Context: an optimization exercise on an open-source flow, tuned for small area. The choices shown serve that exercise and are no tape-out recipe.
In this exercise RTL edits were held to simulation tests only and were not proved equivalent to the original.
Power figures rest on the tool's default switching activity, not on a simulated workload.

==> flow/design.v <==
module icsp_engine (
    input  wire        clk,
    input  wire        rst,
    input  wire        req_valid,
    output wire        req_ready,
    input  wire [31:0] req_hdr,
    input  wire [16:0] req_nopd,
    input  wire        opd_valid,
    output wire        opd_ready,
    input  wire [31:0] opd_data,
    output reg         rsp_valid,
    output wire        rsp_status,
    output wire [31:0] rsp_data,
    input  wire        host_abort,
    output reg         icsp_mclr,
    output reg         icsp_clk,
    output reg         icsp_dat_o,
    output reg         icsp_dat_oe,
    input  wire        icsp_dat_i
);
    localparam [2:0] R_OK       = 3'd0,
                     R_NOT_PROG = 3'd1,
                     R_BAD_OP   = 3'd2,
                     R_BAD_ARG  = 3'd3,
                     R_ABORTED  = 3'd4;
    localparam [4:0] K_LOAD_CONFIG = 5'h00,
                     K_LOAD_PM     = 5'h02,
                     K_LOAD_DM     = 5'h03,
                     K_READ_PM     = 5'h04,
                     K_READ_DM     = 5'h05,
                     K_INC         = 5'h06,
                     K_RESET_ADDR  = 5'h16,
                     K_BEGIN_PROG  = 5'h08,
                     K_ERASE_PM    = 5'h09,
                     K_ERASE_DM    = 5'h0B;
    localparam [31:0] KEY = 32'h4D434850;
    localparam [3:0] CL_STATUS = 4'd0,
                     CL_SETT   = 4'd1,
                     CL_GETT   = 4'd2,
                     CL_SEND   = 4'd3,
                     CL_RECV   = 4'd4,
                     CL_ENTER  = 4'd5,
                     CL_EXIT   = 4'd6,
                     CL_RESET  = 4'd7,
                     CL_CMD    = 4'd8,
                     CL_READ   = 4'd9,
                     CL_ERASE  = 4'd10,
                     CL_WRITE  = 4'd11;
    localparam [4:0] S_IDLE     = 5'd0,
                     S_DECODE   = 5'd1,
                     S_FINISH   = 5'd2,
                     S_SETT     = 5'd3,
                     S_SEND     = 5'd4,
                     S_RAWDONE  = 5'd5,
                     S_EP_M1    = 5'd6,
                     S_EP_M0    = 5'd7,
                     S_EP_KEY   = 5'd8,
                     S_EP_TAIL  = 5'd9,
                     S_EP_SETTL = 5'd10,
                     S_MODE_END = 5'd11,
                     S_RT_M1    = 5'd12,
                     S_CMD_GO   = 5'd13,
                     S_RD_LOOP  = 5'd14,
                     S_RD_INC   = 5'd15,
                     S_ER_PM2   = 5'd16,
                     S_WR_B     = 5'd17,
                     S_WR_C     = 5'd18,
                     S_WR_SKIP  = 5'd19,
                     S_WR_LOOP  = 5'd20,
                     S_WR_LOAD  = 5'd21,
                     S_WR_PROG  = 5'd22,
                     S_WR_INC   = 5'd23;
    localparam [1:0] P_NONE = 2'd0,
                     P_WAIT = 2'd1,    
                     P_SUB  = 2'd2,    
                     P_OPD  = 2'd3;    
    localparam [2:0] C_IDLE  = 3'd0,
                     C_OPC   = 3'd1,
                     C_WAIT1 = 3'd2,
                     C_FRAME = 3'd3,
                     C_WAIT2 = 3'd4,
                     C_DONE  = 3'd5,
                     C_FIN   = 3'd6,
                     C_POST  = 3'd7;    
    localparam [3:0] B_IDLE   = 4'd0,
                     B_DAT    = 4'd1,
                     B_RISE   = 4'd2,
                     B_FALL   = 4'd3,
                     B_NEXT   = 4'd4,
                     B_DIRIN  = 4'd5,
                     B_RRISE  = 4'd6,
                     B_RFALL  = 4'd7,
                     B_RNEXT  = 4'd8,
                     B_DIROUT = 4'd9,
                     B_PRE    = 4'd10,    
                     B_POST   = 4'd11;    
    reg [4:0]  st;
    reg [1:0]  pend;
    reg [2:0]  cst;
    reg [3:0]  bst;
    reg        bw;           
    reg        cstart;
    wire       cdone = (cst == C_POST);
    wire       bdone = (bst == B_POST);
    reg [3:0]  cls;
    reg [1:0]  rgn;
    reg [15:0] arg;          
    reg [4:0]  cmd_sel;      
    reg [2:0]  res;
    reg        last_q;       
    reg        session;
    reg        cur_valid;
    reg        cur_space;
    reg [15:0] cur_off;
    reg        fault_seen;
    reg [31:0] t0, t1, t2, t3, t4, t5;
    reg [31:0] cnt;
    reg [31:0] sreg;
    reg [5:0]  left;
    wire run = (pend == P_NONE);
    wire [7:0]  h_op    = req_hdr[7:0];
    wire [1:0]  h_rgn   = req_hdr[9:8];
    wire [5:0]  h_nbits = req_hdr[15:10];
    wire [15:0] h_count = req_hdr[31:16];
    reg        d_known, d_badarg, d_noop, d_needprog;
    reg [16:0] d_nopd;
    reg [3:0]  d_cls;
    wire d_is_cmd    = (h_op[7:4] == 4'h2) && (!h_op[3] || h_op[2:1] == 2'b00);
    wire d_is_region = (h_op == 8'h30) || (h_op == 8'h31) || (h_op == 8'h32);
    always @(*) begin
        d_known = 1'b0;
        d_cls   = CL_STATUS;
        case (h_op)
            8'h00: begin d_known = 1'b1; d_cls = CL_STATUS; end
            8'h01: begin d_known = 1'b1; d_cls = CL_SETT;   end
            8'h02: begin d_known = 1'b1; d_cls = CL_GETT;   end
            8'h08: begin d_known = 1'b1; d_cls = CL_SEND;   end
            8'h09: begin d_known = 1'b1; d_cls = CL_RECV;   end
            8'h10: begin d_known = 1'b1; d_cls = CL_ENTER;  end
            8'h11: begin d_known = 1'b1; d_cls = CL_EXIT;   end
            8'h12: begin d_known = 1'b1; d_cls = CL_RESET;  end
            8'h30: begin d_known = 1'b1; d_cls = CL_READ;   end
            8'h31: begin d_known = 1'b1; d_cls = CL_ERASE;  end
            8'h32: begin d_known = 1'b1; d_cls = CL_WRITE;  end
            default: begin d_known = d_is_cmd; d_cls = CL_CMD; end
        endcase
        if (h_op == 8'h08 || h_op == 8'h01 ||
            h_op == 8'h20 || h_op == 8'h21 || h_op == 8'h22)
            d_nopd = 17'd1;
        else if (h_op == 8'h32)
            d_nopd = {1'b0, h_count};
        else
            d_nopd = 17'd0;
        d_badarg = 1'b0;
        if ((h_op == 8'h08 || h_op == 8'h09) &&
            (h_nbits == 6'd0 || (h_nbits[5] && h_nbits[4:0] != 5'd0)))
            d_badarg = 1'b1;
        if (d_is_region && h_rgn == 2'd3)
            d_badarg = 1'b1;
        if ((h_op == 8'h01 || h_op == 8'h02) &&
            (h_count[15:3] != 13'd0 || (h_count[2] && h_count[1])))
            d_badarg = 1'b1;
        if (req_nopd != d_nopd)
            d_badarg = 1'b1;
        if (h_op == 8'h31 && h_rgn == 2'd2)
            d_badarg = 1'b1;
        if (h_op == 8'h32 && h_rgn == 2'd2 &&
            h_count != 16'd0 && h_count != 16'd2)
            d_badarg = 1'b1;
        d_noop     = d_is_region && (h_count == 16'd0);
        d_needprog = d_is_cmd || d_is_region;
    end
    wire cls_out = !cmd_sel[3] && !cmd_sel[2];                     
    wire cls_in  = !cmd_sel[3] && cmd_sel[2] && !cmd_sel[1];       
    wire timed   = cmd_sel[3];                                     
    wire k_lcfg  = !cmd_sel[3] && !cmd_sel[2] && !cmd_sel[1];      
    wire k_inc   = !cmd_sel[4] && cmd_sel[2] && cmd_sel[1];        
    wire k_rst   = cmd_sel[4];                                     
    function gt32;
        input [31:0] a, b;
        integer k;
        reg g;
        begin
            g = 1'b0;
            for (k = 0; k < 32; k = k + 1)
                g = (a[k] & ~b[k]) | (a[k] & g) | (~b[k] & g);
            gt32 = g;
        end
    endfunction
    function [31:0] dec32;
        input [31:0] a;
        integer k;
        reg b;
        begin
            b = 1'b1;
            for (k = 0; k < 32; k = k + 1) begin
                dec32[k] = a[k] ^ b;
                b = b & ~a[k];
            end
        end
    endfunction
    function [5:0] dec6;
        input [5:0] a;
        integer k;
        reg b;
        begin
            b = 1'b1;
            for (k = 0; k < 6; k = k + 1) begin
                dec6[k] = a[k] ^ b;
                b = b & ~a[k];
            end
        end
    endfunction
    function [15:0] inc16;
        input [15:0] a;
        integer k;
        reg c;
        begin
            c = 1'b1;
            for (k = 0; k < 16; k = k + 1) begin
                inc16[k] = a[k] ^ c;
                c = c & a[k];
            end
        end
    endfunction
    wire t2gt1   = gt32(t2, t1);
    reg [5:0] tsh;
    always @(*) begin
        tsh = 6'd0;
        if (bst != B_IDLE && bst != B_POST)
            tsh[0] = 1'b1;
        else if (cst != C_IDLE) begin
            if (cst == C_WAIT1 && timed && t2gt1)
                tsh[2] = 1'b1;
            else
                tsh[1] = 1'b1;
        end else if (cls == CL_GETT) begin
            case (arg[2:0])
                3'd0: tsh[0] = 1'b1;
                3'd1: tsh[1] = 1'b1;
                3'd2: tsh[2] = 1'b1;
                3'd3: tsh[3] = 1'b1;
                3'd4: tsh[4] = 1'b1;
                default: tsh[5] = 1'b1;
            endcase
        end else if (cls == CL_RESET)
            tsh[5] = 1'b1;
        else if (cls == CL_ENTER) begin
            if (st == S_EP_SETTL)
                tsh[4] = 1'b1;
            else
                tsh[3] = 1'b1;
        end
    end
    reg cnt_ld;
    always @(*) begin
        cnt_ld = 1'b0;
        if (bst != B_IDLE && !bw &&
            (bst == B_DAT || bst == B_RISE || bst == B_FALL ||
             bst == B_DIRIN || bst == B_RRISE || bst == B_RFALL))
            cnt_ld = 1'b1;
        if ((cst == C_WAIT1 || cst == C_WAIT2) && bdone)
            cnt_ld = 1'b1;
        if (run && st == S_DECODE && (cls == CL_ENTER || cls == CL_RESET))
            cnt_ld = 1'b1;
        if (run && (st == S_EP_M1 || st == S_EP_M0 || st == S_EP_SETTL ||
                    st == S_RT_M1))
            cnt_ld = 1'b1;
    end
    wire        t_use = cnt_ld || (run && st == S_DECODE);
    wire [5:0]  tsg   = tsh & {6{t_use}};
    wire [31:0] tsel = ({32{tsg[0]}} & t0) | ({32{tsg[1]}} & t1) |
                       ({32{tsg[2]}} & t2) | ({32{tsg[3]}} & t3) |
                       ({32{tsg[4]}} & t4) | ({32{tsg[5]}} & t5);
    wire cnt_zero = (cnt == 32'd0);
    function ltc32;
        input [31:0] a, c;
        integer k;
        reg l;
        begin
            l = 1'b0;
            for (k = 0; k < 32; k = k + 1)
                l = c[k] ? (~a[k] | l) : (~a[k] & l);
            ltc32 = l;
        end
    endfunction
    wire below_floor = ltc32(t0, 32'd100) || ltc32(t1, 32'd1000) ||
                       ltc32(t2, 32'd5000000) || ltc32(t3, 32'd1000000);
    wire m_opc   = (cst == C_WAIT1);
    wire m_frame = (cst == C_WAIT2);
    wire m_key   = (cst == C_IDLE) && (cls == CL_ENTER);
    wire m_recv  = m_frame ? cls_in : (cst == C_IDLE) && (cls == CL_RECV);
    reg opc_bit;
    always @(*) begin
        case (left[2:0])
            3'd6:    opc_bit = cmd_sel[0];
            3'd5:    opc_bit = cmd_sel[1];
            3'd4:    opc_bit = cmd_sel[2];
            3'd3:    opc_bit = cmd_sel[3];
            3'd2:    opc_bit = cmd_sel[4];
            default: opc_bit = 1'b0;
        endcase
    end
    localparam [31:0] KEY_BY_LEFT = 32'h14258564;
    wire       f_edge = m_frame && ((left == 6'd16) || (left == 6'd1));
    wire       bitval = m_opc ? opc_bit :
                        m_key ? KEY_BY_LEFT[left[4:0]] :
                        f_edge ? 1'b0 : sreg[0];
    wire       tx_shift = !(m_opc || (m_frame && left == 6'd16));
    wire [5:0] nload = m_opc   ? 6'd6 :
                       m_frame ? 6'd16 :
                       m_key   ? ((st == S_EP_TAIL) ? 6'd32 : 6'd1) :
                       arg[5:0];
    wire        fin_fault   = fault_seen || (res == R_NOT_PROG) ||
                              (res == R_BAD_OP) || (res == R_BAD_ARG);
    wire [31:0] status_word = {cur_off, 7'd0, cur_space, cur_valid, below_floor,
                               fin_fault, session, 1'b0, res};
    assign rsp_data = sreg;
    assign rsp_status = rsp_valid && (st == S_IDLE);
    assign req_ready  = (st == S_IDLE);
    assign opd_ready  = (pend == P_OPD);
    wire        t_we  = (st == S_SETT) && run;
    wire [31:0] wd0   = sreg & {32{~rst}};
    wire [31:0] wd1   = sreg | {32{rst}};
    localparam [31:0] RV0 = 32'd100, RV1 = 32'd1000, RV2 = 32'd5000000,
                      RV3 = 32'd10000000, RV4 = 32'd10000000, RV5 = 32'd500000000;
    always @(posedge clk) begin
        if (rst || (t_we && arg[2:0] == 3'd0)) t0 <= (RV0 & wd1) | (~RV0 & wd0);
        if (rst || (t_we && arg[2:0] == 3'd1)) t1 <= (RV1 & wd1) | (~RV1 & wd0);
        if (rst || (t_we && arg[2:0] == 3'd2)) t2 <= (RV2 & wd1) | (~RV2 & wd0);
        if (rst || (t_we && arg[2:0] == 3'd3)) t3 <= (RV3 & wd1) | (~RV3 & wd0);
        if (rst || (t_we && arg[2:0] == 3'd4)) t4 <= (RV4 & wd1) | (~RV4 & wd0);
        if (rst || (t_we && arg[2:0] == 3'd5)) t5 <= (RV5 & wd1) | (~RV5 & wd0);
    end
    wire [15:0] off_inc = inc16(cur_off);
    wire        eq1     = (off_inc == arg);
    integer i;
    wire sh_tx = !bw && bst == B_DAT && tx_shift;
    wire sh_rx = !bw && bst == B_RFALL;
    wire sh_rd = sh_rx && m_frame;
    wire rx_d  = sh_rx && !m_frame && icsp_dat_i;
    reg  [31:0] rx_bit;
    always @(*)
        for (i = 0; i < 32; i = i + 1)
            rx_bit[i] = rx_d && (arg[4:0] == ((i + 1) % 32));
    reg  [31:0] shifted;
    always @(*) begin
        for (i = 0; i < 32; i = i + 1)
            shifted[i] = ((i == 31) ? 1'b0 : sreg[(i + 1) % 32]) | rx_bit[i];
        if (sh_rd) begin
            shifted[31] = icsp_dat_i;
            shifted[15] = 1'b0;
            shifted[14] = icsp_dat_i && (left != 6'd1);
        end
    end
    always @(posedge clk) begin
        cnt <= tsel | (dec32(cnt) & {32{!cnt_ld}});
        if (run && st == S_DECODE)
            sreg <= tsel;
        else if (run && st == S_FINISH)
            sreg <= status_word;
        else if (pend == P_OPD && opd_valid)
            sreg <= opd_data;
        else if (sh_tx || sh_rx)
            sreg <= shifted;
        if (bst == B_PRE)
            left <= nload;
        else if (!bw && (bst == B_FALL || bst == B_RFALL))
            left <= dec6(left);
    end
    always @(posedge clk) begin
        if (rst) begin
            st          <= S_IDLE;
            pend        <= P_NONE;
            cst         <= C_IDLE;
            bst         <= B_IDLE;
            bw          <= 1'b0;
            cstart      <= 1'b0;
            session     <= 1'b0;
            cur_valid   <= 1'b0;
            cur_space   <= 1'b0;
            cur_off     <= 16'd0;
            fault_seen  <= 1'b0;
            icsp_mclr   <= 1'b1;
            icsp_clk    <= 1'b0;
            icsp_dat_o  <= 1'b0;
            icsp_dat_oe <= 1'b1;
            rsp_valid   <= 1'b0;
        end else begin
            rsp_valid <= 1'b0;
            cstart    <= 1'b0;
            if (bw) begin
                if (cnt_zero)
                    bw <= 1'b0;
            end else begin
                case (bst)
                    B_IDLE: ;
                    B_PRE:  bst <= m_recv ? B_DIRIN : B_DAT;
                    B_POST: bst <= B_IDLE;
                    B_DAT: begin
                        icsp_dat_o <= bitval;
                        bw  <= 1'b1;
                        bst <= B_RISE;
                    end
                    B_RISE: begin
                        icsp_clk <= 1'b1;
                        bw  <= 1'b1;
                        bst <= B_FALL;
                    end
                    B_FALL: begin
                        icsp_clk <= 1'b0;
                        bw  <= 1'b1;
                        bst <= B_NEXT;
                    end
                    B_NEXT: begin
                        if (left == 6'd0) begin
                            bst   <= B_POST;
                        end else begin
                            bst   <= B_DAT;
                        end
                    end
                    B_DIRIN: begin
                        icsp_dat_oe <= 1'b0;
                        bw  <= 1'b1;
                        bst <= B_RRISE;
                    end
                    B_RRISE: begin
                        icsp_clk <= 1'b1;
                        bw  <= 1'b1;
                        bst <= B_RFALL;
                    end
                    B_RFALL: begin
                        icsp_clk <= 1'b0;
                        bw  <= 1'b1;
                        bst <= B_RNEXT;
                    end
                    B_RNEXT: begin
                        bst <= (left == 6'd0) ? B_DIROUT : B_RRISE;
                    end
                    B_DIROUT: begin
                        icsp_dat_oe <= 1'b1;
                        bst   <= B_POST;
                    end
                    default: bst <= B_IDLE;
                endcase
            end
            case (cst)
                C_IDLE:  if (cstart) cst <= C_OPC;
                C_OPC: begin
                    bst <= B_PRE;
                    cst    <= C_WAIT1;
                end
                C_WAIT1: if (bdone) cst <= C_FRAME;
                C_FRAME: begin
                    if (cnt_zero) begin
                        if (cls_out || cls_in) begin
                            bst <= B_PRE;
                            cst    <= C_WAIT2;
                        end else begin
                            cst    <= C_FIN;
                        end
                    end
                end
                C_WAIT2: if (bdone) cst <= C_DONE;
                C_DONE: begin
                    if (cnt_zero) begin
                        cst   <= C_POST;
                    end
                end
                C_FIN: begin
                    cst   <= C_POST;
                end
                C_POST:  cst <= C_IDLE;
                default: cst <= C_IDLE;
            endcase
            case (pend)
                P_WAIT: if (cnt_zero) pend <= P_NONE;
                P_OPD:  if (opd_valid) pend <= P_NONE;
                P_SUB: begin
                    if (cdone || (bdone && cst == C_IDLE))
                        pend <= P_NONE;
                    if (cdone) begin
                        if (k_lcfg || k_rst) begin
                            cur_valid <= 1'b1;
                            cur_space <= k_lcfg;
                            cur_off   <= 16'd0;
                        end
                        if (k_inc && cur_valid)
                            cur_off <= off_inc;
                        if (cls_in)
                            rsp_valid <= 1'b1;
                    end
                end
                default: begin
                    case (st)
                        S_IDLE: begin
                            if (req_valid) begin
                                case (h_op[3:0])
                                    4'd0:    cmd_sel <= K_LOAD_CONFIG;
                                    4'd1:    cmd_sel <= K_LOAD_PM;
                                    4'd2:    cmd_sel <= K_LOAD_DM;
                                    4'd3:    cmd_sel <= K_READ_PM;
                                    4'd4:    cmd_sel <= K_READ_DM;
                                    4'd5:    cmd_sel <= K_INC;
                                    4'd6:    cmd_sel <= K_RESET_ADDR;
                                    4'd7:    cmd_sel <= K_BEGIN_PROG;
                                    4'd8:    cmd_sel <= K_ERASE_PM;
                                    default: cmd_sel <= K_ERASE_DM;
                                endcase
                                rgn     <= h_rgn;
                                arg     <= {h_count[15:6],
                                            (h_op[3] && !h_op[4] && !h_op[5]) ? h_nbits
                                                                               : h_count[5:0]};
                                last_q  <= 1'b0;
                                st      <= S_DECODE;
                                if (!d_known) begin
                                    res <= R_BAD_OP;
                                    cls <= CL_STATUS;
                                end else if (d_badarg) begin
                                    res <= R_BAD_ARG;
                                    cls <= CL_STATUS;
                                end else if (d_noop) begin
                                    res <= R_OK;
                                    cls <= CL_STATUS;
                                end else if (d_needprog && !session) begin
                                    res <= R_NOT_PROG;
                                    cls <= CL_STATUS;
                                end else begin
                                    res <= R_OK;
                                    cls <= d_cls;
                                end
                            end
                        end
                        S_DECODE: begin
                            case (cls)
                                CL_SETT: begin
                                    pend <= P_OPD;
                                    st   <= S_SETT;
                                end
                                CL_GETT: begin
                                    rsp_valid <= 1'b1;
                                    st        <= S_FINISH;
                                end
                                CL_SEND: begin
                                    pend <= P_OPD;
                                    st   <= S_SEND;
                                end
                                CL_RECV: begin
                                    bst <= B_PRE;
                                    pend   <= P_SUB;
                                    st     <= S_RAWDONE;
                                end
                                CL_ENTER: begin
                                    pend <= P_WAIT;
                                    st   <= S_EP_M1;
                                end
                                CL_EXIT: begin
                                    icsp_mclr <= 1'b1;
                                    st        <= S_MODE_END;
                                end
                                CL_RESET: begin
                                    icsp_mclr <= 1'b0;
                                    pend      <= P_WAIT;
                                    st        <= S_RT_M1;
                                end
                                CL_CMD: begin
                                    if (cls_out)
                                        pend <= P_OPD;
                                    st <= S_CMD_GO;
                                end
                                CL_READ: begin
                                    cstart  <= 1'b1;
                                    cmd_sel <= (rgn == 2'd2) ? K_LOAD_CONFIG : K_RESET_ADDR;
                                    pend    <= P_SUB;
                                    st      <= S_RD_LOOP;
                                end
                                CL_ERASE: begin
                                    cstart  <= 1'b1;
                                    cmd_sel <= (rgn == 2'd0) ? K_LOAD_CONFIG : K_ERASE_DM;
                                    pend    <= P_SUB;
                                    st      <= (rgn == 2'd0) ? S_ER_PM2 : S_FINISH;
                                end
                                CL_WRITE: begin
                                    cstart <= 1'b1;
                                    pend   <= P_SUB;
                                    if (rgn == 2'd1) begin
                                        cmd_sel <= K_ERASE_DM;
                                        st      <= S_WR_C;
                                    end else begin
                                        cmd_sel <= K_LOAD_CONFIG;
                                        st      <= (rgn == 2'd0) ? S_WR_B : S_WR_SKIP;
                                    end
                                end
                                default: st <= S_FINISH;
                            endcase
                        end
                        S_FINISH: begin
                            fault_seen <= fin_fault;
                            rsp_valid  <= 1'b1;
                            st         <= S_IDLE;
                        end
                        S_SETT: st <= S_FINISH;
                        S_SEND: begin
                            bst <= B_PRE;
                            pend   <= P_SUB;
                            st     <= S_RAWDONE;
                        end
                        S_RAWDONE: begin
                            cur_valid <= 1'b0;
                            if (cls == CL_RECV)
                                rsp_valid <= 1'b1;
                            st <= S_FINISH;
                        end
                        S_EP_M1: begin
                            icsp_mclr <= 1'b1;
                            pend      <= P_WAIT;
                            st        <= S_EP_M0;
                        end
                        S_EP_M0: begin
                            icsp_mclr <= 1'b0;
                            pend      <= P_WAIT;
                            st        <= S_EP_KEY;
                        end
                        S_EP_KEY: begin
                            bst <= B_PRE;
                            pend   <= P_SUB;
                            st     <= S_EP_TAIL;
                        end
                        S_EP_TAIL: begin
                            bst <= B_PRE;
                            pend   <= P_SUB;
                            st     <= S_EP_SETTL;
                        end
                        S_EP_SETTL: begin
                            pend <= P_WAIT;
                            st   <= S_MODE_END;
                        end
                        S_RT_M1: begin
                            icsp_mclr <= 1'b1;
                            pend      <= P_WAIT;
                            st        <= S_MODE_END;
                        end
                        S_MODE_END: begin
                            session   <= (cls == CL_ENTER);
                            cur_valid <= 1'b0;
                            cur_space <= 1'b0;
                            cur_off   <= 16'd0;
                            st        <= S_FINISH;
                        end
                        S_CMD_GO: begin
                            cstart <= 1'b1;
                            pend   <= P_SUB;
                            st     <= S_FINISH;
                        end
                        S_RD_LOOP: begin
                            if (last_q) begin
                                st <= S_FINISH;
                            end else if (k_inc && host_abort) begin
                                res <= R_ABORTED;
                                st  <= S_FINISH;
                            end else begin
                                cstart  <= 1'b1;
                                cmd_sel <= (rgn == 2'd1) ? K_READ_DM : K_READ_PM;
                                pend    <= P_SUB;
                                st      <= S_RD_INC;
                            end
                        end
                        S_RD_INC: begin
                            cstart  <= 1'b1;
                            cmd_sel <= K_INC;
                            last_q  <= eq1;
                            pend    <= P_SUB;
                            st      <= S_RD_LOOP;
                        end
                        S_ER_PM2: begin
                            cstart  <= 1'b1;
                            cmd_sel <= K_ERASE_PM;
                            pend    <= P_SUB;
                            st      <= S_FINISH;
                        end
                        S_WR_B: begin
                            cstart  <= 1'b1;
                            cmd_sel <= K_ERASE_PM;
                            pend    <= P_SUB;
                            st      <= S_WR_C;
                        end
                        S_WR_C: begin
                            cstart  <= 1'b1;
                            cmd_sel <= K_RESET_ADDR;
                            pend    <= P_SUB;
                            st      <= S_WR_LOOP;
                        end
                        S_WR_SKIP: begin
                            if (cur_off[2:0] == 3'd7) begin
                                cmd_sel <= K_LOAD_CONFIG;
                                st      <= S_WR_LOOP;
                            end else begin
                                cstart  <= 1'b1;
                                cmd_sel <= K_INC;
                                pend    <= P_SUB;
                            end
                        end
                        S_WR_LOOP: begin
                            if (last_q) begin
                                st <= S_FINISH;
                            end else if (k_inc &&
                                         (rgn != 2'd0 || cur_off[3:0] == 4'd0) &&
                                         host_abort) begin
                                res <= R_ABORTED;
                                st  <= S_FINISH;
                            end else begin
                                pend <= P_OPD;
                                st   <= S_WR_LOAD;
                            end
                        end
                        S_WR_LOAD: begin
                            cstart  <= 1'b1;
                            cmd_sel <= (rgn == 2'd1) ? K_LOAD_DM : K_LOAD_PM;
                            pend    <= P_SUB;
                            st      <= S_WR_PROG;
                        end
                        S_WR_PROG: begin
                            last_q <= (rgn == 2'd2) ? !cur_off[0] : eq1;
                            if (rgn != 2'd0 || cur_off[3:0] == 4'd15 || eq1) begin
                                cstart  <= 1'b1;
                                cmd_sel <= K_BEGIN_PROG;
                                pend    <= P_SUB;
                            end
                            st <= S_WR_INC;
                        end
                        S_WR_INC: begin
                            cstart  <= 1'b1;
                            cmd_sel <= K_INC;
                            pend    <= P_SUB;
                            st      <= S_WR_LOOP;
                        end
                        default: st <= S_IDLE;
                    endcase
                end
            endcase
        end
    end
endmodule
==> flow/flow/run.sh <==
#!/bin/bash
# Layout flow: the standard flow (standard.sh) with these changes:
#  - synthesis maps the combinational logic with an area-oriented ABC
#    script (flow/area.abc) and without Yosys's full/half-adder extraction
#    (ADDER_MAP_FILE empty); the rest of the synthesis script is the standard flow's, so
#    the registers are the standard synthesis's;
#  - the port buffers are the smallest buffer, sky130_fd_sc_hd__buf_1;
#  - clock tree synthesis uses clkbuf_4 leaf clusters of at most 10 sinks and
#    no dummy loads.
# Each tool's output is in orfs/logs/; make's output is in flow_make.log.
set -euo pipefail
here=$(pwd)
{ cat "$here/flow/abc_override.tcl"; cat "$here/synth_recipe.tcl"; } > "$here/flow_synth.tcl"
sed "s|SYNTH_SCRIPT=[^ ]*|SYNTH_SCRIPT=$here/flow_synth.tcl ADDER_MAP_FILE=|" standard.sh > "$here/flow_standard.sh"
export FLOW_ABC_SCRIPT="$here/flow/area.abc"
export CTS_ARGS="-sink_clustering_enable -repair_clock_nets -dont_use_dummy_load -buf_list sky130_fd_sc_hd__clkbuf_4 -sink_clustering_size 10 -sink_clustering_max_diameter 40"
export BUFFER_PORTS_ARGS="-buffer_cell sky130_fd_sc_hd__buf_1"
bash "$here/flow_standard.sh" finish > "$here/flow_make.log" 2>&1
==> flow/flow/abc_override.tcl <==
# Use this flow's ABC script for the technology mapping of the
# combinational logic (ORFS's synth.tcl calls abc once, with -script).
# Registers are mapped before abc runs and abc is not given -dff, so the
# registers are the standard synthesis's.
proc abc {args} {
  set i [lsearch -exact $args -script]
  if {$i >= 0} {
    set args [lreplace $args [expr {$i + 1}] [expr {$i + 1}] $::env(FLOW_ABC_SCRIPT)]
  }
  yosys abc {*}$args
}
==> flow/flow/area.abc <==
strash
&get -n
&st
&deepsyn -T 60
&dch
&nf -R 1000 -p
&put
strash
&get -n
&st
&deepsyn -T 60
&dch
&nf -R 1000 -p
&put
strash
&get -n
&st
&deepsyn -T 60
&dch
&nf -R 1000 -p
&put
strash
&get -n
&st
&deepsyn -T 60
&dch
&nf -R 1000 -p
&put
topo
==> flow/standard.sh <==
#!/bin/bash
# synth_recipe.tcl (not shown) runs the flow's synth.tcl, then flattens the netlist and writes it again
# the make line also repeats each setting of config.mk as NAME=value (left out here)
make -C /OpenROAD-flow-scripts/flow DESIGN_CONFIG=/design/flow/config.mk WORK_HOME=/design/flow/orfs CLKGATE_MAP_FILE= SYNTH_SCRIPT=/design/flow/synth_recipe.tcl "${@:-finish}"
==> flow/config.mk <==
export PLATFORM = sky130hd
export DESIGN_NAME = icsp_engine
export DESIGN_NICKNAME = icsp_engine
export VERILOG_FILES = /design/flow/design.v
export SDC_FILE = /design/flow/constraint.sdc
export NUM_CORES = 4
export LEC_CHECK = 0
export CAP_MARGIN = 20
export CORE_MARGIN = 2
export CORE_UTILIZATION = 60
export SLEW_MARGIN = 20
==> flow/constraint.sdc <==
create_clock -name core_clock -period 10.0 [get_ports {clk}]
set_input_delay 2.0000 -clock core_clock [delete_from_list [all_inputs] [get_ports {clk}]]
set_output_delay 2.0000 -clock core_clock [all_outputs]
set_load 0.01 [all_outputs]
==> results of run 1 <==
==> area by class of cell <==
| type | instances | area [um^2] | share of cell area (%) |
|---|---|---|---|
| Clock buffer | 45 | 337.8 | 1.970 |
| Timing Repair Buffer | 152 | 669.4 | 3.903 |
| Multi-Input combinational cell | 1004 | 6203 | 36.17 |
| Antenna cell | 1 | 2.502 | 0.01459 |
| Tap cell | 335 | 419.2 | 2.444 |
| Sequential cell | 334 | 9299 | 54.22 |
| Inverter | 58 | 217.7 | 1.270 |
==> critical path, delay by kind of cell, from the launching register on <==
kind | cells | cell delay (ps)
simple gates | 24 | 5580
buf+inv | 1 | 220
compound gates | 1 | 110
flops | 1 | 350
==> sequential cells by signal, indices dropped and copies added (netlist names), 3 cells and up <==
name / flops
cur_off: 16
t0: 32
cnt: 32
res: 3
t4: 32
t3: 32
left: 6
st: 5
cst: 3
cls: 4
t2: 32
t5: 32
arg: 16
bst: 4
cmd_sel: 5
t1: 32
sreg: 32
==> logic make-up after synthesis <==
logic type | count (synthesis) | share of synthesized area (%)
multiplexers | 3 | 0.2156
buffers and inverters | 58 | 1.390
XOR/XNOR | 41 | 2.292
flip-flops | 334 | 59.36
AND/OR/NAND/NOR | 507 | 16.58
AO/OA/AOI/OAI | 453 | 20.17
==> layer usage <==
metal	vias to the layer above	wire length, um	track usage [%]
li1	5964	-	-
met1	6368	18840	46.86
met3	130	4633	5.470
met5	-	11	0
met2	826	22570	56.28
met4	2	2027	15.44
==> where the power goes <==
| group | internal [mW] | total, mW | switching, mW | leakage, nW |
|---|---|---|---|---|
| Clock | 0.206 | 0.629 | 0.423 | 0.207 |
| Combinational | 0.547 | 1.59 | 1.04 | 2.20 |
| Sequential | 2.01 | 2.36 | 0.349 | 3.15 |
| Total | 2.76 | 4.57 | 1.81 | 5.55 |
==> layout by cell type, fill, tap and decap left out, drive strengths merged, types with 45 or more instances in the layout <==
cell type,synthesis,final
nand2,119,119
nor3,47,47
edfxtp,261,261
a22oi,54,54
clkbuf,0,45
nor2,97,97
o21ai,94,94
buf,0,152
dfxtp,73,73
a21oi,72,72
nor2b,49,49
clkinv,58,58
==> path summary, 6_finish.rpt <==
check / endpoint / slack (ps) / from / depth (start not counted)
worst max-delay path: bst[2] / 3540 / cnt[0] / 26
worst min-delay path: icsp_dat_o / 480 / icsp_dat_o / 2
worst max register to register: bst[2] / 3540 / cnt[0] / 26
worst min register to register: icsp_dat_o / 480 / icsp_dat_o / 2
==> results.toml, run 1 <==
[clock_tree]
post_cts_buffers = 0
cts_buffers = 45
clock-sinks = 334
cts_buffer_depth = 3
clk_pin_slew_worst_paths_ps = 90
htree_levels = 2
cts_root_buf = "clkbuf_4"
cts_resized = 0
worst_skew_pair.late_latency_ps = 710
cts_tree = "built"
ctsHoldBuffers = 0

[run_status]
status = "timing/DRC/antenna clean"

[yosys]
synthArstFlopShare_pct = 0
synth_edf_count = 261
synth_largest_area_cell = "edfxtp_1"
syn_area_um2 = 15670
syn_nets = 1483
yosys_warnings = 1
synth_top_area_share_pct = 50.03
netlist_instances = 1396
yosysMostFrequentCell = "edfxtp_1"
synthFlopType = "edfxtp_1"
synthTopCellsByArea = "edfxtp_1 (50%), dfxtp_1 (9.3%), o21ai_0 (3.0%)"
synth_cell_types = 60
syn_avg_cell_area_um2 = 11.22
synth_commonest_cells = "edfxtp_1 (261), nand2_1 (119), nor2_1 (97)"
ys_ff_latch = 334
synth-seq-area-share_pct = 59.36

[setup_path]
setup.worst_path.end_class = "flop"
cp_max_fo = 7
max_stage_delay_ps = 400
critPathArrivalTime_ps = 6990
worstSetupPathType = "flop to flop"
cp_slowest_cell = "nor3_1"
crit_required_ps = 10530
worstSetupStartpointType = "flop"

[place]
dp_cells = 1883
port_buffers = 126
place_area_um2 = 16810
hpwl_um = 33020
dp_slack_ps = 3765
gp_congestion = 0.9816

[sta]
fmax_ghz = 0.1548
finClkSkew_ps = 115.5
finalCritPeriodShare_pct = 64.60
hold_viol_final = 0
layout_setup_ws_ps = 3540
setup_viol = 0
fin_tns_setup_ps = 0
maxSlewHeadroom_pct = 31.45
drv_slew = 0
rsz0062_at_grt = "false"
fin_crit_ps = 6460
whs_ps = 484.3
worstMarginPinSlew_ps = 1027

[routing]
post_drt_via_cell_ratio = 6.890
route.detailed.drc = 0
wire_per_inst_um = 24.92
vias = 13290
dr.pass1.iters = 8
drt-total-wl_um = 48080
drt_iter0_drc = 2121
drt.antenna.violating_nets = 0

[die]
placementRows = 59
die_h_um = 165.6
dieArea_um2 = 27420
coreArea_um2 = 25840
start_util_pct = 60.63
die_x_um = 165.6
io_pins = 127

[power]
powerDensity_nw_per_um2 = 266.7
static-leakage-power_nw = 5.551
peakVddDrop_uv = 155.9
fin_total_pwr_mw = 4.573

[layout]
fin_nets = 1682
drive_above_1_share_pct = 5.085
layoutNonFillerInstCount = 1929
fin_util_pct = 66.37
syn_to_final_growth_pct = 9.464
final_area_um2 = 17150
fill_cells = 2109

[flow_run]
cap_viol_max_count = 0

[grt]
grt_max_degree = 73
antenna_found_initial = 3
grt_pass1_vias = 12420
grt_pass1_wl_um = 71500
gr-total-overflow = 0
grt_util_all_layers_pct = 34.85

[worst_hold_path]
min_path_type = "flop to flop"
==> run 2: changes to the inputs <==
--- a/flow/config.mk
+++ b/flow/config.mk
@@ -7,5 +7,5 @@
 export LEC_CHECK = 0
 export CAP_MARGIN = 20
 export CORE_MARGIN = 2
-export CORE_UTILIZATION = 60
+export CORE_UTILIZATION = 66
 export SLEW_MARGIN = 20
==> results.toml, run 2 <==
[yosys]
netlist_instances = 1396
synth_cell_types = 60
syn_avg_cell_area_um2 = 11.22
synth_largest_area_cell = "edfxtp_1"
yosysMostFrequentCell = "edfxtp_1"
synth_edf_count = 261
yosys_warnings = 1
synthFlopType = "edfxtp_1"
synthArstFlopShare_pct = 0
synth_top_area_share_pct = 50.03
syn_area_um2 = 15670
synth_commonest_cells = "edfxtp_1 (261), nand2_1 (119), nor2_1 (97)"
ys_ff_latch = 334
synthTopCellsByArea = "edfxtp_1 (50%), dfxtp_1 (9.3%), o21ai_0 (3.0%)"
syn_nets = 1483
synth-seq-area-share_pct = 59.36

[worst_hold_path]
whs_path_depth = 2
worstHoldStart = "icsp_dat_o"
hold_path_end = "icsp_dat_o"
min_path_type = "flop to flop"

[sta]
maxSlewHeadroom_pct = 31.45
rsz0062_at_grt = "false"
fin_crit_ps = 6267
worstMarginPinSlew_ps = 1027
fin_tns_setup_ps = 0
fmax_ghz = 0.1596
setup_viol = 0
finalCritPeriodShare_pct = 62.67
drv_slew = 0
hold_viol_final = 0
layout_setup_ws_ps = 3733
finClkSkew_ps = 113.5

[clock_tree]
worst_skew_pair.late_latency_ps = 730
cts_root_buf = "clkbuf_4"
htree_levels = 2
ctsHoldBuffers = 0
post_cts_buffers = 0
clock-sinks = 334
clk_pin_slew_worst_paths_ps = 110
cts_tree = "built"
cts_buffer_depth = 3
cts_resized = 0
cts_buffers = 44

[place]
gp_congestion = 0.9993
place_area_um2 = 16790
port_buffers = 126
dp_slack_ps = 3859
hpwl_um = 32340

[power]
static-leakage-power_nw = 5.546
peakVddDrop_uv = 156.0
powerDensity_nw_per_um2 = 267.2
fin_total_pwr_mw = 4.574

[layout]
most-common-layout-cells = "edfxtp_1 (261), buf_1 (125), nand2_1 (118), nor2_1 (96), o21ai_0 (92)"
final_common_cell = "edfxtp_1"
drive_above_1_share_pct = 5.025
fill_cells = 1747
final_area_um2 = 17120
fin_util_pct = 73.16
fin_nets = 1681
syn_to_final_growth_pct = 9.288

[setup_path]
crit_required_ps = 10570
worstSetupPathType = "flop to flop"
critPathArrivalTime_ps = 6840
rrSetupSlack_ps = 3730
cp_max_fo = 7
setup.worst_path.end_class = "flop"
reg2reg_depth = 26
r2r_end = "bst[2]"
worstReg2RegStart = "cnt[1]"
worstSetupStartpointType = "flop"

[run_status]
status = "timing/DRC/antenna clean"

[grt]
grt_max_degree = 86
antenna_found_initial = 0
met2_usage_pct = 60.64
grt_util_all_layers_pct = 37.55
grtUsageMet3_pct = 7.911
grt_pass1_wl_um = 70600
grt.busiest_layer = "met2"
use_met1_pct = 49.61
grt_pass1_vias = 12500
gr-total-overflow = 0

[routing]
drt_iter0_drc = 2121
wire_per_inst_um = 24.67
drt.antenna.violating_nets = 0
dr.pass1.iters = 9
drt-total-wl_um = 47170
route.detailed.drc = 0
vias = 13410
post_drt_via_cell_ratio = 7.015

[die]
coreArea_um2 = 23400
io_pins = 127
placementRows = 56
die_h_um = 158.1
dieArea_um2 = 24980
start_util_pct = 66.94
die_x_um = 158.1

[flow_run]
cap_viol_max_count = 0
[run 2: cell count changes in the layout (fill, tap and decap cells not counted)]
cell      before  now
clkbuf_4      45   44
[run 2: final cells by class]
class	instances	area (um^2)	share of cell area [%]
antenna	1	2.502	0.01462
clock buffer	44	330.3	1.929
inverter	58	217.7	1.272
multi-input combinational	1004	6203	36.23
sequential	334	9299	54.31
tap	319	399.1	2.331
timing repair buffer	152	669.4	3.910
[run 2: worst max path at each step]
stage	endpoint	start	slack, ps
3_3_place_gp	bst[2]	cnt[1]	4000
5_1_grt	bst[2]	cnt[0]	2810
2_1_floorplan	sreg[0]	opd_valid	4120
6_report	bst[2]	cnt[1]	3730
4_1_cts	bst[2]	cnt[1]	3770
3_5_place_dp	bst[2]	cnt[1]	3860
[run 2: critical path, stage by stage, from the launching register on]
cell and delay (ps):
dfxtp_1 350, nor3_1 350, nand2b_1 180, nor4_1 380
nand2b_1 180, nor3_1 320, nand2b_1 160, nor3_1 330
nand2b_1 180, nor3_1 370, nand2b_1 170, nor3_1 330
nand2b_1 170, nor3_1 340, nand2b_1 190, nor3_1 330
nand2b_1 190, nor3_1 390, nand2b_1 200, nor4_1 210
buf_4 210, nand2_1 80, nand2_1 70, nand3_1 70
o31ai_1 110, or2_0 180, nor3_1 60
[run 2: logic make-up (layout without fill, tap and decap cells)]
group,Yosys count,count (layout),share of synthesized area (%)
compound gates,453,453,20.17
buf+inv,58,254,1.390
other cells,0,1,0
flops,334,334,59.36
xor+xnor,41,41,2.292
simple gates,507,507,16.58
mux,3,3,0.2156
[run 2: per-stage QoR]
stage / hold WS, ps / instances
floorplan: 441.3 / 1396
global placement: 448.8 / 1867
finish: 486.4 / 1912
global route: 514.5 / 1911
CTS: 487.4 / 1911
detailed placement: 475.7 / 1867
[run 2: power by group]
group / switching (mW) / internal [mW]
combinational: 1.05 / 0.547
clock: 0.423 / 0.202
sequential: 0.348 / 2.01
total: 1.82 / 2.76
[run 2: routing by layer]
metal	share of wire [%]	vias up
met5	0	-
met4	4.8	0
met3	12	162
met2	46	940
met1	37	6360
li1	-	5951

==> separate check: timing with driven ports <==
How much do the figures lean on ideal ports? The routed layouts below were timed once more, with nothing changed but the port constraints. Step 1 sets driving cells, clkbuf_16 on the clock port and buf_2 on the other inputs (assumed; they add their load-dependent delay and slew). Step 2 also shifts input and output timing later by t, the mid clock arrival at the registers, as if the neighbouring blocks saw the same clock. a / b / c = no drivers / after step 1 / after step 2; a / b = the first two.
run	t (ns)	setup slack, ns	worst hold slack (ns)
run 1	0.693	3.540 / 3.540 / 3.540	0.484 / 0.484 / 0.484
run 2	0.708	3.733 / 3.733 / 3.733	0.486 / 0.486 / 0.486
After both steps setup and hold are still met in every run listed.
